From an optimization exercise on the open Yosys and OpenROAD flow, aimed at small area; shortcuts taken in it are not production practice. In this exercise RTL edits were held to simulation tests only and were not proved equivalent to the original. No activity file was given, so power comes from the tool's default toggle rates.

==> flow/design.v <==
module smbus_engine #(
    parameter CAP      = 48,    
    parameter FE_DELAY = 2      
) (
    input  wire        clk,
    input  wire        rst,
    input  wire        cmd_valid,
    output wire        cmd_ready,
    input  wire [7:0]  cmd_op,
    input  wire [3:0]  cmd_bus,
    input  wire [7:0]  cmd_addr,
    input  wire [7:0]  cmd_byte,
    input  wire [15:0] cmd_val16,
    input  wire [7:0]  cmd_t,
    input  wire [1:0]  cmd_datw,
    input  wire [1:0]  cmd_datr,
    input  wire        cmd_ed,
    input  wire        cfg_fast,
    input  wire [4:0]  cfg_nbus,
    input  wire [7:0]  cfg_max_retries,
    output wire        res_valid,
    output wire [3:0]  res_code,
    output wire [15:0] res_val,
    output wire [8:0]  res_size,
    output wire [8:0]  res_entry,
    output wire [7:0]  res_attempt,
    output wire        ev_valid,
    output wire [1:0]  ev_kind,
    output wire [1:0]  ev_reg,
    output wire [31:0] ev_wdata,
    input  wire        ev_ready,
    input  wire [31:0] ev_rdata,
    output wire [5:0]  buf_addr,
    output wire        buf_we,
    output wire [7:0]  buf_wdata,
    input  wire [7:0]  buf_rdata
);
    localparam EV_READ = 2'd0, EV_WRITE = 2'd1, EV_WAIT = 2'd2;
    localparam R_REQ = 2'd1, R_CS = 2'd2, R_RESP = 2'd3;
    localparam E_OK = 4'd0, E_FEMPTY = 4'd1, E_ACK = 4'd2, E_TIMEOUT = 4'd3,
               E_BUSCONF = 4'd4, E_FLUSHED = 4'd5, E_TIMISM = 4'd6,
               E_FOVF = 4'd7, E_BUFSMALL = 4'd8, E_SHAPE = 4'd9, E_NOBUS = 4'd12;
    localparam [8:0] ENTRY_NONE = 9'h1FF;
    localparam S_IDLE     = 5'd0,
               S_CHECK    = 5'd1,
               S_SEQ_PREP = 5'd2,
               S_SEQ_WR   = 5'd3,
               S_COL_PREP = 5'd4,
               S_COL_RD   = 5'd5,
               S_COL_CHK  = 5'd6,
               S_FE_WAIT  = 5'd7,
               S_POLL_PREP= 5'd8,
               S_POLL_RD  = 5'd9,
               S_POLL_CHK = 5'd10,
               S_POLL_WAIT= 5'd11,
               S_REC_RD   = 5'd12,
               S_REC_W1P  = 5'd13,
               S_REC_W1   = 5'd14,
               S_REC_WTP  = 5'd15,
               S_REC_WT   = 5'd16,
               S_REC_W2P  = 5'd17,
               S_REC_W2   = 5'd18,
               S_DECIDE   = 5'd19,
               S_DONE     = 5'd20,
               S_REC_PREP = 5'd21;
    localparam P_SINGLE = 2'd0, P_DISC = 2'd1, P_MAIN = 2'd2, P_FAST = 2'd3;
    reg [4:0]  state;
    reg [7:0]  op;
    reg [3:0]  bus;
    reg [7:0]  addr;
    reg [7:0]  cbyte;
    reg [15:0] val16;
    reg [7:0]  tclass;
    reg [1:0]  datw, datr;
    reg        ed;
    reg        fast;
    reg [4:0]  nbus;
    reg [7:0]  max_retries;
    reg [7:0]  blen;           
    reg [1:0]  pass;
    reg [5:0]  pss;
    reg        rdp;
    reg [7:0]  attempt;
    reg [31:0] req;            
    reg [5:0]  i;              
    reg [8:0]  k;              
    reg [3:0]  fe_n;
    reg [8:0]  total;          
    reg [10:0] elapsed;        
    reg [31:0] w;              
    reg [15:0] rdv;            
    reg [31:0] cs_v;
    reg [3:0]  err;
    reg [8:0]  err_size;
    reg [8:0]  err_entry;
    reg [7:0]  err_attempt;
    reg        evv;
    reg [1:0]  evk, evr;
    reg [31:0] evd;
    wire hs = evv & ev_ready;
    wire       op_rw    = op[0];
    wire [3:0] op_size  = op[4:1];
    wire       op_cls0  = (op[7:5] == 3'd0);
    wire k_quick = op_cls0 && op_size == 4'd0;
    wire k_byte  = op_cls0 && op_size == 4'd1;
    wire k_bdata = op_cls0 && op_size == 4'd2;
    wire k_wdata = op_cls0 && op_size == 4'd3;
    wire k_block = op_cls0 && op_size == 4'd5;
    wire k_i2cb  = op_cls0 && op_size == 4'd8;
    wire k_valid = k_quick | k_byte | k_bdata | k_wdata | k_block | k_i2cb;
    wire is_blw = k_block & ~op_rw;
    wire is_blr = k_block &  op_rw;
    wire is_ibw = k_i2cb  & ~op_rw;
    wire is_ibr = k_i2cb  &  op_rw;
    reg [8:0] plan_ss;
    always @(*) begin
        plan_ss = 9'd0;
        if (k_quick)              plan_ss = 9'd1;
        else if (k_byte)          plan_ss = 9'd2;
        else if (k_bdata)         plan_ss = op_rw ? 9'd4 : 9'd3;
        else if (k_wdata)         plan_ss = op_rw ? 9'd5 : 9'd4;
        else if (is_blw)          plan_ss = 9'd3 + {1'b0, blen};
        else if (is_ibw)          plan_ss = 9'd2 + {1'b0, blen};
        else if (is_ibr)          plan_ss = 9'd3 + {1'b0, blen};
    end
    wire [8:0] blen_p1 = {1'b0, blen} + 9'd1;
    wire shape_bad = ((is_blw | is_ibw) && (blen_p1 > CAP || plan_ss > 9'd63)) ||
                     (is_ibr && plan_ss > 9'd63);
    reg [10:0] budget;
    always @(*) begin
        case (tclass)
            8'd0:    budget = 11'd5;
            8'd1:    budget = 11'd40;
            8'd2:    budget = 11'd505;
            8'd3:    budget = 11'd1005;
            default: budget = 11'd100;
        endcase
    end
    wire [7:0] addr_w = {addr[6:0], 1'b0};
    wire [7:0] addr_r = {addr[6:0], 1'b1};
    reg [7:0]  payload;
    reg [5:0]  seq_buf_addr;
    always @(*) begin
        seq_buf_addr = 6'd0;
        payload      = 8'd0;
        if (k_bdata)
            payload = val16[7:0];
        else if (k_wdata)
            payload = (i == 6'd2) ? val16[7:0] : val16[15:8];
        else if (is_blw) begin
            seq_buf_addr = i - 6'd2;
            payload      = buf_rdata;
        end else if (is_ibw) begin
            seq_buf_addr = i - 6'd1;
            payload      = buf_rdata;
        end
    end
    reg [31:0] nreq;
    always @(*) begin
        nreq = req;
        nreq[27:24] = bus;                        
        nreq[19:18] = tclass[1:0];                
        if (i == 6'd0) begin
            nreq[23]   = 1'b1;                    
            nreq[13:8] = pss;                     
            nreq[22]   = 1'b1;                    
            nreq[7:0]  = addr_w | {7'd0, (pss <= 6'd2) ? rdp : 1'b0};
        end
        if (i == 6'd1) begin
            nreq[23]   = 1'b0;
            nreq[13:8] = 6'd0;
            nreq[7:0]  = cbyte;
            if (rdp && pss == 6'd2) nreq[22] = 1'b0;
        end
        if (rdp) begin
            if (i == 6'd2) begin
                nreq[23]  = 1'b1;
                nreq[7:0] = addr_r;
            end
            if (i == 6'd3) nreq[22] = 1'b0;
        end else if (i >= 6'd2) begin
            nreq[7:0] = payload;
        end
        if (i == pss - 6'd1) begin
            nreq[20]    = 1'b1;                   
            nreq[14]    = ed;                     
            nreq[17:16] = rdp ? datr : datw;      
        end
        if (pass == P_FAST && i == 6'd2) nreq[15] = 1'b1;    
        nreq[21] = ~(nreq[22] | nreq[20]);        
    end
    wire check_ti = !(pass == P_FAST && k >= 9'd3);
    reg [3:0] vcode;
    always @(*) begin
        vcode = E_OK;
        if (w[10])                                  vcode = E_ACK;
        else if (w[9])                              vcode = E_TIMEOUT;
        else if (w[8])                              vcode = E_BUSCONF;
        else if (w[11])                             vcode = E_FLUSHED;
        else if (check_ti && w[15:12] != k[3:0])    vcode = E_TIMISM;
        else if (w[30])                             vcode = E_FOVF;
    end
    reg        store;
    reg [8:0]  store_j;
    always @(*) begin
        store   = 1'b0;
        store_j = 9'd0;
        if (pass == P_FAST) begin
            if (k >= 9'd3) begin
                store   = 1'b1;
                store_j = k - 9'd3;
            end
        end else if (pass == P_MAIN) begin
            if (k >= 9'd3) begin
                store   = 1'b1;
                store_j = k - 9'd3;
            end
        end else if (pass == P_SINGLE && is_ibr) begin
            if (k >= 9'd2) begin
                store   = 1'b1;
                store_j = k - 9'd2;
            end
        end
    end
    wire store_over = store && (store_j >= CAP);
    wire [8:0] fast_total_now = (k == 9'd3) ? (9'd4 + {1'b0, w[7:0]}) : total;
    wire last_entry = (pass == P_FAST) ? (k >= 9'd3 && k == fast_total_now - 9'd1)
                                       : (k == {3'd0, pss} - 9'd1);
    wire [8:0] cur_size = (pass == P_FAST) ? ((k >= 9'd4) ? total : 9'd3) : {3'd0, pss};
    assign cmd_ready   = (state == S_IDLE);
    assign res_valid   = (state == S_DONE);
    assign res_code    = err;
    assign res_val     = k_wdata ? rdv : {8'd0, rdv[15:8]};
    assign res_size    = err_size;
    assign res_entry   = err_entry;
    assign res_attempt = err_attempt;
    assign ev_valid = evv;
    assign ev_kind  = evk;
    assign ev_reg   = evr;
    assign ev_wdata = evd;
    wire col_store_now = (state == S_COL_CHK) && !w[31] && (vcode == E_OK) && store && !store_over;
    assign buf_we    = col_store_now;
    assign buf_addr  = (state == S_COL_CHK) ? store_j[5:0] :
                       (state == S_SEQ_PREP) ? seq_buf_addr : 6'd0;
    assign buf_wdata = w[7:0];
    task start_attempt;
        begin
            req   <= 32'd0;
            i     <= 6'd0;
            rdp   <= op_rw;
            if (is_blr && fast) begin
                pass <= P_FAST;
                pss  <= 6'd3;
            end else if (is_blr) begin
                pass <= P_DISC;
                pss  <= 6'd4;
            end else begin
                pass <= P_SINGLE;
                pss  <= plan_ss[5:0];
            end
            state <= S_SEQ_PREP;
        end
    endtask
    task fail;
        input [3:0] code;
        input [8:0] size;
        input [8:0] entry;
        begin
            err         <= code;
            err_size    <= size;
            err_entry   <= entry;
            err_attempt <= attempt;
            state       <= S_REC_PREP;
        end
    endtask
    always @(posedge clk) begin
        if (rst) begin
            state <= S_IDLE;
            evv   <= 1'b0;
        end else begin
            case (state)
                S_IDLE: begin
                    if (cmd_valid) begin
                        op          <= cmd_op;
                        bus         <= cmd_bus;
                        addr        <= cmd_addr;
                        cbyte       <= cmd_byte;
                        val16       <= cmd_val16;
                        tclass      <= cmd_t;
                        datw        <= cmd_datw;
                        datr        <= cmd_datr;
                        ed          <= cmd_ed;
                        fast        <= cfg_fast;
                        nbus        <= cfg_nbus;
                        max_retries <= cfg_max_retries;
                        blen        <= buf_rdata;
                        state       <= S_CHECK;
                    end
                end
                S_CHECK: begin
                    attempt     <= 8'd0;
                    err_size    <= 9'd0;
                    err_entry   <= 9'd0;
                    err_attempt <= 8'd0;
                    if (!k_valid) begin
                        err   <= E_SHAPE;
                        state <= S_DONE;
                    end else if ({1'b0, bus} >= nbus) begin
                        err   <= E_NOBUS;
                        state <= S_DONE;
                    end else if (addr > 8'h7F) begin
                        err   <= E_SHAPE;
                        state <= S_DONE;
                    end else if (shape_bad) begin
                        err   <= E_SHAPE;
                        state <= S_DONE;
                    end else begin
                        start_attempt;
                    end
                end
                S_SEQ_PREP: begin
                    req   <= nreq;
                    evv   <= 1'b1;
                    evk   <= EV_WRITE;
                    evr   <= R_REQ;
                    evd   <= nreq;
                    state <= S_SEQ_WR;
                end
                S_SEQ_WR: begin
                    if (hs) begin
                        evv       <= 1'b0;
                        req[31:28]<= req[31:28] + 4'd1;
                        req[23]   <= 1'b0;
                        i         <= i + 6'd1;
                        if (i == pss - 6'd1) begin
                            k    <= 9'd0;
                            fe_n <= 4'd0;
                            if (pass == P_FAST) begin
                                elapsed <= 11'd0;
                                state   <= S_POLL_PREP;
                            end else begin
                                state   <= S_COL_PREP;
                            end
                        end else begin
                            state <= S_SEQ_PREP;
                        end
                    end
                end
                S_COL_PREP: begin
                    evv   <= 1'b1;
                    evk   <= EV_READ;
                    evr   <= R_RESP;
                    evd   <= 32'd0;
                    state <= S_COL_RD;
                end
                S_COL_RD: begin
                    if (hs) begin
                        evv   <= 1'b0;
                        w     <= ev_rdata;
                        state <= S_COL_CHK;
                    end
                end
                S_COL_CHK: begin
                    if (w[31]) begin
                        if (fe_n == 4'd10) begin
                            fail(E_FEMPTY, cur_size, k);
                        end else begin
                            fe_n  <= fe_n + 4'd1;
                            evv   <= 1'b1;
                            evk   <= EV_WAIT;
                            evr   <= 2'd0;
                            evd   <= FE_DELAY;
                            state <= S_FE_WAIT;
                        end
                    end else if (vcode != E_OK) begin
                        fail(vcode, cur_size, k);
                    end else if (store_over) begin
                        fail(E_BUFSMALL, cur_size, k);
                    end else begin
                        rdv  <= {w[7:0], rdv[15:8]};
                        fe_n <= 4'd0;
                        k    <= k + 9'd1;
                        if (pass == P_FAST && k == 9'd3)
                            total <= 9'd4 + {1'b0, w[7:0]};
                        if (last_entry) begin
                            if (pass == P_DISC) begin
                                if (w[7:0] > 8'd59) begin
                                    fail(E_BUFSMALL, 9'd4, ENTRY_NONE);
                                end else begin
                                    pass  <= P_MAIN;
                                    pss   <= 6'd4 + w[5:0];
                                    req   <= 32'd0;
                                    i     <= 6'd0;
                                    state <= S_SEQ_PREP;
                                end
                            end else begin
                                err   <= E_OK;
                                state <= S_DONE;
                            end
                        end else begin
                            state <= S_COL_PREP;
                        end
                    end
                end
                S_FE_WAIT: begin
                    if (hs) begin
                        evv   <= 1'b0;
                        state <= S_COL_PREP;
                    end
                end
                S_POLL_PREP: begin
                    evv   <= 1'b1;
                    evk   <= EV_READ;
                    evr   <= R_CS;
                    evd   <= 32'd0;
                    state <= S_POLL_RD;
                end
                S_POLL_RD: begin
                    if (hs) begin
                        evv   <= 1'b0;
                        w     <= ev_rdata;
                        state <= S_POLL_CHK;
                    end
                end
                S_POLL_CHK: begin
                    if (!w[26]) begin
                        state <= S_COL_PREP;
                    end else if (elapsed >= budget) begin
                        fail(E_TIMEOUT, 9'd3, ENTRY_NONE);
                    end else begin
                        evv   <= 1'b1;
                        evk   <= EV_WAIT;
                        evr   <= 2'd0;
                        evd   <= 32'd1;
                        state <= S_POLL_WAIT;
                    end
                end
                S_POLL_WAIT: begin
                    if (hs) begin
                        evv     <= 1'b0;
                        elapsed <= elapsed + 11'd1;
                        state   <= S_POLL_PREP;
                    end
                end
                S_REC_PREP: begin
                    evv   <= 1'b1;
                    evk   <= EV_READ;
                    evr   <= R_CS;
                    evd   <= 32'd0;
                    state <= S_REC_RD;
                end
                S_REC_RD: begin
                    if (hs) begin
                        evv   <= 1'b0;
                        cs_v  <= ev_rdata;
                        state <= S_REC_W1P;
                    end
                end
                S_REC_W1P: begin
                    evv   <= 1'b1;
                    evk   <= EV_WRITE;
                    evr   <= R_CS;
                    evd   <= cs_v | 32'hC000_0000;
                    state <= S_REC_W1;
                end
                S_REC_W1: begin
                    if (hs) begin
                        evv   <= 1'b0;
                        state <= S_REC_WTP;
                    end
                end
                S_REC_WTP: begin
                    evv   <= 1'b1;
                    evk   <= EV_WAIT;
                    evr   <= 2'd0;
                    evd   <= 32'd10;
                    state <= S_REC_WT;
                end
                S_REC_WT: begin
                    if (hs) begin
                        evv   <= 1'b0;
                        state <= S_REC_W2P;
                    end
                end
                S_REC_W2P: begin
                    evv   <= 1'b1;
                    evk   <= EV_WRITE;
                    evr   <= R_CS;
                    evd   <= (cs_v | 32'h4000_0000) & 32'h7FFF_FFFF;
                    state <= S_REC_W2;
                end
                S_REC_W2: begin
                    if (hs) begin
                        evv   <= 1'b0;
                        state <= S_DECIDE;
                    end
                end
                S_DECIDE: begin
                    if (err >= E_FEMPTY && err <= E_FOVF && attempt < max_retries) begin
                        attempt <= attempt + 8'd1;
                        start_attempt;
                    end else begin
                        state <= S_DONE;
                    end
                end
                S_DONE: begin
                    state <= S_IDLE;
                end
                default: state <= S_IDLE;
            endcase
        end
    end
endmodule
==> flow/run.sh <==
#!/bin/bash
# synth_recipe.tcl (not shown) runs the flow's synth.tcl, then flattens the netlist and writes it again
# the make line also repeats each setting of config.mk as NAME=value (left out here)
make -C /OpenROAD-flow-scripts/flow DESIGN_CONFIG=/design/flow/config.mk WORK_HOME=/design/flow/orfs CLKGATE_MAP_FILE= SYNTH_SCRIPT=/design/flow/synth_recipe.tcl finish
==> flow/config.mk <==
export PLATFORM = sky130hd
export DESIGN_NAME = smbus_engine
export DESIGN_NICKNAME = smbus_engine
export VERILOG_FILES = /design/flow/design.v
export SDC_FILE = /design/flow/constraint.sdc
export NUM_CORES = 4
export LEC_CHECK = 0
export CAP_MARGIN = 20
export CORE_MARGIN = 2
export CORE_UTILIZATION = 40
export PLACE_DENSITY = 0.6
export SLEW_MARGIN = 20
==> flow/constraint.sdc <==
create_clock -name core_clock -period 5.0 [get_ports {clk}]
set_input_delay 1.0000 -clock core_clock [delete_from_list [all_inputs] [get_ports {clk}]]
set_output_delay 1.0000 -clock core_clock [all_outputs]
set_load 0.01 [all_outputs]
==> run notes <==
## worst reg2reg max path, stage by stage (launching register included)
cell and delay [ns]:
edfxtp_1 0.48, ha_2 0.38, or4b_1 0.49, or2_1 0.37, mux2i_4 0.23, ha_1 0.26, nand3_1 0.17, a211oi_1 0.34
a2111oi_0 0.14, a211oi_1 0.24, o21a_1 0.15, nand4_1 0.13, o21ai_1 0.38, o21ai_1 0.16, a211oi_1 0.25, buf_4 0.18
## kinds of logic after synthesis
| family | count (synthesis) | share of synthesized area |
|---|---|---|
| flops | 297 | 0.570 |
| fa+ha+maj | 47 | 0.0378 |
| mux | 36 | 0.0251 |
| xor+xnor | 76 | 0.0428 |
| buf+inv | 146 | 0.0387 |
| compound gates | 308 | 0.132 |
| simple gates | 485 | 0.154 |
## registers in the layout, indices dropped and copies added, names as in the netlist, 8 cells and up
signal / count
elapsed: 11
cs_v: 30
addr: 8
total: 9
cbyte: 8
max_retries: 8
req: 25
blen: 8
err_entry: 9
tclass: 8
val16: 16
op: 8
attempt: 8
err_size: 9
evd: 32
w: 19
rdv: 16
k: 9
err_attempt: 8
## metal layers
layer,up-vias,global-route usage,share of wire
met4,2,0.0945,0.035
met3,91,0.0470,0.071
li1,5651,-,-
met1,5939,0.322,0.43
met2,491,0.370,0.46
met5,-,0,0.00023
## per-stage QoR
step	hold WS, ns	utilization	total power (uW)	setup slack [ns]	std cells
after floorplan	0.424	-	4190	0.0682	1395
after global placement	0.456	0.480	4900	0.355	2089
after detailed placement	0.464	0.480	4920	0.283	2089
after CTS	0.478	0.511	7600	0.0263	2150
after global routing	0.494	0.511	7860	0.0643	2151
final	0.480	0.511	7550	0.263	2151
## timing repair
action	4_1_cts	5_1_grt
setup endpoints to repair	1	1
gates resized for setup	3	4
hold endpoints to repair	0	0
cloned	0	0
hold buffers	0	0
## layout make-up
class	instances	area [sq um]
Fill cell	3526	18800
Clock buffer	38	887
Clock inverter	23	293
Timing Repair Buffer	268	2590
Inverter	55	206
Tap cell	518	648
Multi-Input combinational cell	952	6190
Sequential cell	297	8860
## power by group
| part | leakage (uW) | internal, uW | switching (uW) |
|---|---|---|---|
| Clock | 0.000578 | 1640 | 1030 |
| Combinational | 0.00363 | 661 | 906 |
| Sequential | 0.00274 | 3110 | 204 |
| Total | 0.00695 | 5410 | 2140 |
## worst min path at each step
stage                     depth (start not counted)               end  slack, ns
after CTS                                         0  rdv[6]$_DFFE_PP_       0.48
after floorplan                                   0     rdp$_DFFE_PP_       0.42
after global routing                              0  rdv[3]$_DFFE_PP_       0.49
final                                             0  rdv[6]$_DFFE_PP_       0.48
after global placement                            0  rdv[6]$_DFFE_PP_       0.46
after detailed placement                          0  rdv[2]$_DFFE_PP_       0.46
## placed cells by master (no fill, tap or decap), types with 10 or more instances in the layout
cell type,count
edfxtp_1,291
nand2b_1,10
nor3_1,42
xnor2_1,46
o22ai_1,17
nor2_1,127
a21oi_1,68
a211o_1,11
nand4_1,14
xor2_1,30
a22o_1,13
clkdlybuf4s50_1,214
mux2_2,14
clkbuf_16,35
buf_4,50
o21ai_0,62
nor4_1,12
a31oi_1,20
nand3_1,61
o31ai_1,10
and2_1,23
ha_1,45
and3_1,25
inv_1,54
mux2i_1,21
nand2_1,109
==> results by group <==
GRT
  • Gr usage total: 0.235
  • Number of global-route vias before repair: 11,928
  • Pin count of the biggest net entering global routing: 42
  • First-pass GRT wire length: 72,700 um
  • Grt ovf: 0
  • Antenna violations before repair: 2

Clocking
  • Maximum clock insertion buffer count: 3
  • Clk sink count: 297
  • Total setup buffers inserted after CTS: 0
  • CTS tree: built
  • CTS Buf Count: 34
  • H-tree depth: 2
  • Clock root buffer master: clkbuf_16
  • Worst skew pair latency: 0.55 ns
  • Clock transition at path regs: 0.07 ns

Power and ir drop
  • Leak: 0.00695 uW
  • Power per standard cell area: 384 mW/mm^2
  • Maximum VDD drop: 0.288 mV

Synth
  • Post-synth top cells: edfxtp_1, nor2_1, nand2_1
  • Syn nets: 1,557
  • Sequential share of the synthesized area: 0.570
  • Syn Inst Count: 1,395
  • Synth cell types: 82
  • Cell area after synthesis: 0.0156 sq mm
  • Syn avg cell area: 11.1 sq um
  • Flops & latches, synth: 297
  • Synth Warn #: 1
  • Primary FF master, synth: edfxtp_1
  • Cell taking the most area after synthesis: edfxtp_1
  • Post-synth top area share: 0.562
  • Synth area leaders: edfxtp_1, ha_1, nor2_1
  • Synth async-reset ratio: 0
  • EDFF count, synth: 291
  • Most common cell in the netlist: edfxtp_1

Hold path
  • Hold_sp: rdv[14]$_DFFE_PP_
  • Hold crit path type: reg -> reg

Worst setup path
  • Critical path fanouts, max: 5
  • Crit path from: k[2]$_SDFFCE_PN0P_
  • Worst reg2reg path depth: 15
  • Top cell family by delay on the critical path: buffers and inverters
  • CP peak stage delay: 0.57 ns
  • Critical path startpoint category: register
  • Crit path capture: buf_we
  • Worst path depth: 11
  • WP data required: 4.00 ns
  • Worst path cell trace: inv_1, ha_1, nor4b_1, buf_4, nand3_1, o211ai_1, a211o_1, nand4b_1, nor3_4, a21boi_2, clkdlybuf4s50_1
  • Slowest stage cell, crit path: clkdlybuf4s50_1
  • Critical path class: reg -> out
  • WP buf/inv: 3
  • R2r endpoint: err[3]$_DFFE_PP_
  • Worst flop-to-flop path startpoint: k[1]$_SDFFCE_PN0P_
  • Worst Path Arrival: 3.74 ns
  • R2R Setup Slk: 0.35 ns
  • Worst Setup End Kind: output port

Timing
  • Worst relative slew slack: 0.290
  • Final setup fails: 0
  • Unrepaired setup endpoints after global routing: false
  • Final worst path period share: 0.947
  • Maximum clock frequency: 211 MHz
  • Max-slew violations: 0
  • Final setup TNS: 0 ns
  • Skew final: 0.0257 ns
  • Final hold viol count: 0
  • Slew @ Worst Pin: 1.06 ns
  • Final min period: 4.74 ns

Floorplanning
  • Full die area: 0.0405 sq mm
  • Core area: 0.0385 sq mm
  • Die Y: 201 um
  • Row cnt: 72
  • Initial Utilization: 0.404
  • Chip width: 201 um
  • Ports: 215

Placed design
  • Dpl hpwl: 35,000 um
  • Gpl congestion: 0.935
  • Port bufs: 214
  • Placed inst area: 0.0185 sq mm

Drt
  • Vias per inst: 5.66
  • Total number of vias: 12,174
  • DRT Pass-1 Iters: 6
  • Routed WL: 47,800 um
  • WL per Instance: 22.2 um
  • Routed Antenna Nets: 0
  • Post-route DRC violation count: 0
  • DRT iter0 DRCs: 1,088

Outcome
  • Status: finished clean

Final layout
  • Fin nets: 1,770
  • Syn-to-layout area delta: 26.5%
  • Fraction of layout cells with a size suffix above 1: 0.0937
  • Fin area: 0.0197 sq mm
  • # diodes: 0

Run
  • Max Cap Viol: 0

static timing again, ports no longer ideal:
The results above use ideal ports. As a check the final layout listed here was re-extracted and re-timed, cells and wires unchanged.
Step 1, drivers: a clkbuf_16 drives clk and a buf_2 each remaining input, both assumed.
Step 2 adds t to the input delays and takes it off the output delays; t is the mean of the earliest and latest rising clock arrival at the registers after step 1. Input paths then give back, and output paths get back, about the clock's delay inside the block.
Three values: ideal, step 1, step 2; two values: the first two.
shift t [ns]: 0.588
setup slack, ns: 0.263 / 0.210 / 0.351
hold slack, ns: 0.480 / 0.480 / 0.480
worst register clock-pin slew, ns: 0.07 / 0.07
After both steps this run still meets setup and hold. The setup slack of this run moves by -0.053 ns with the drivers and by +0.088 ns with both steps.
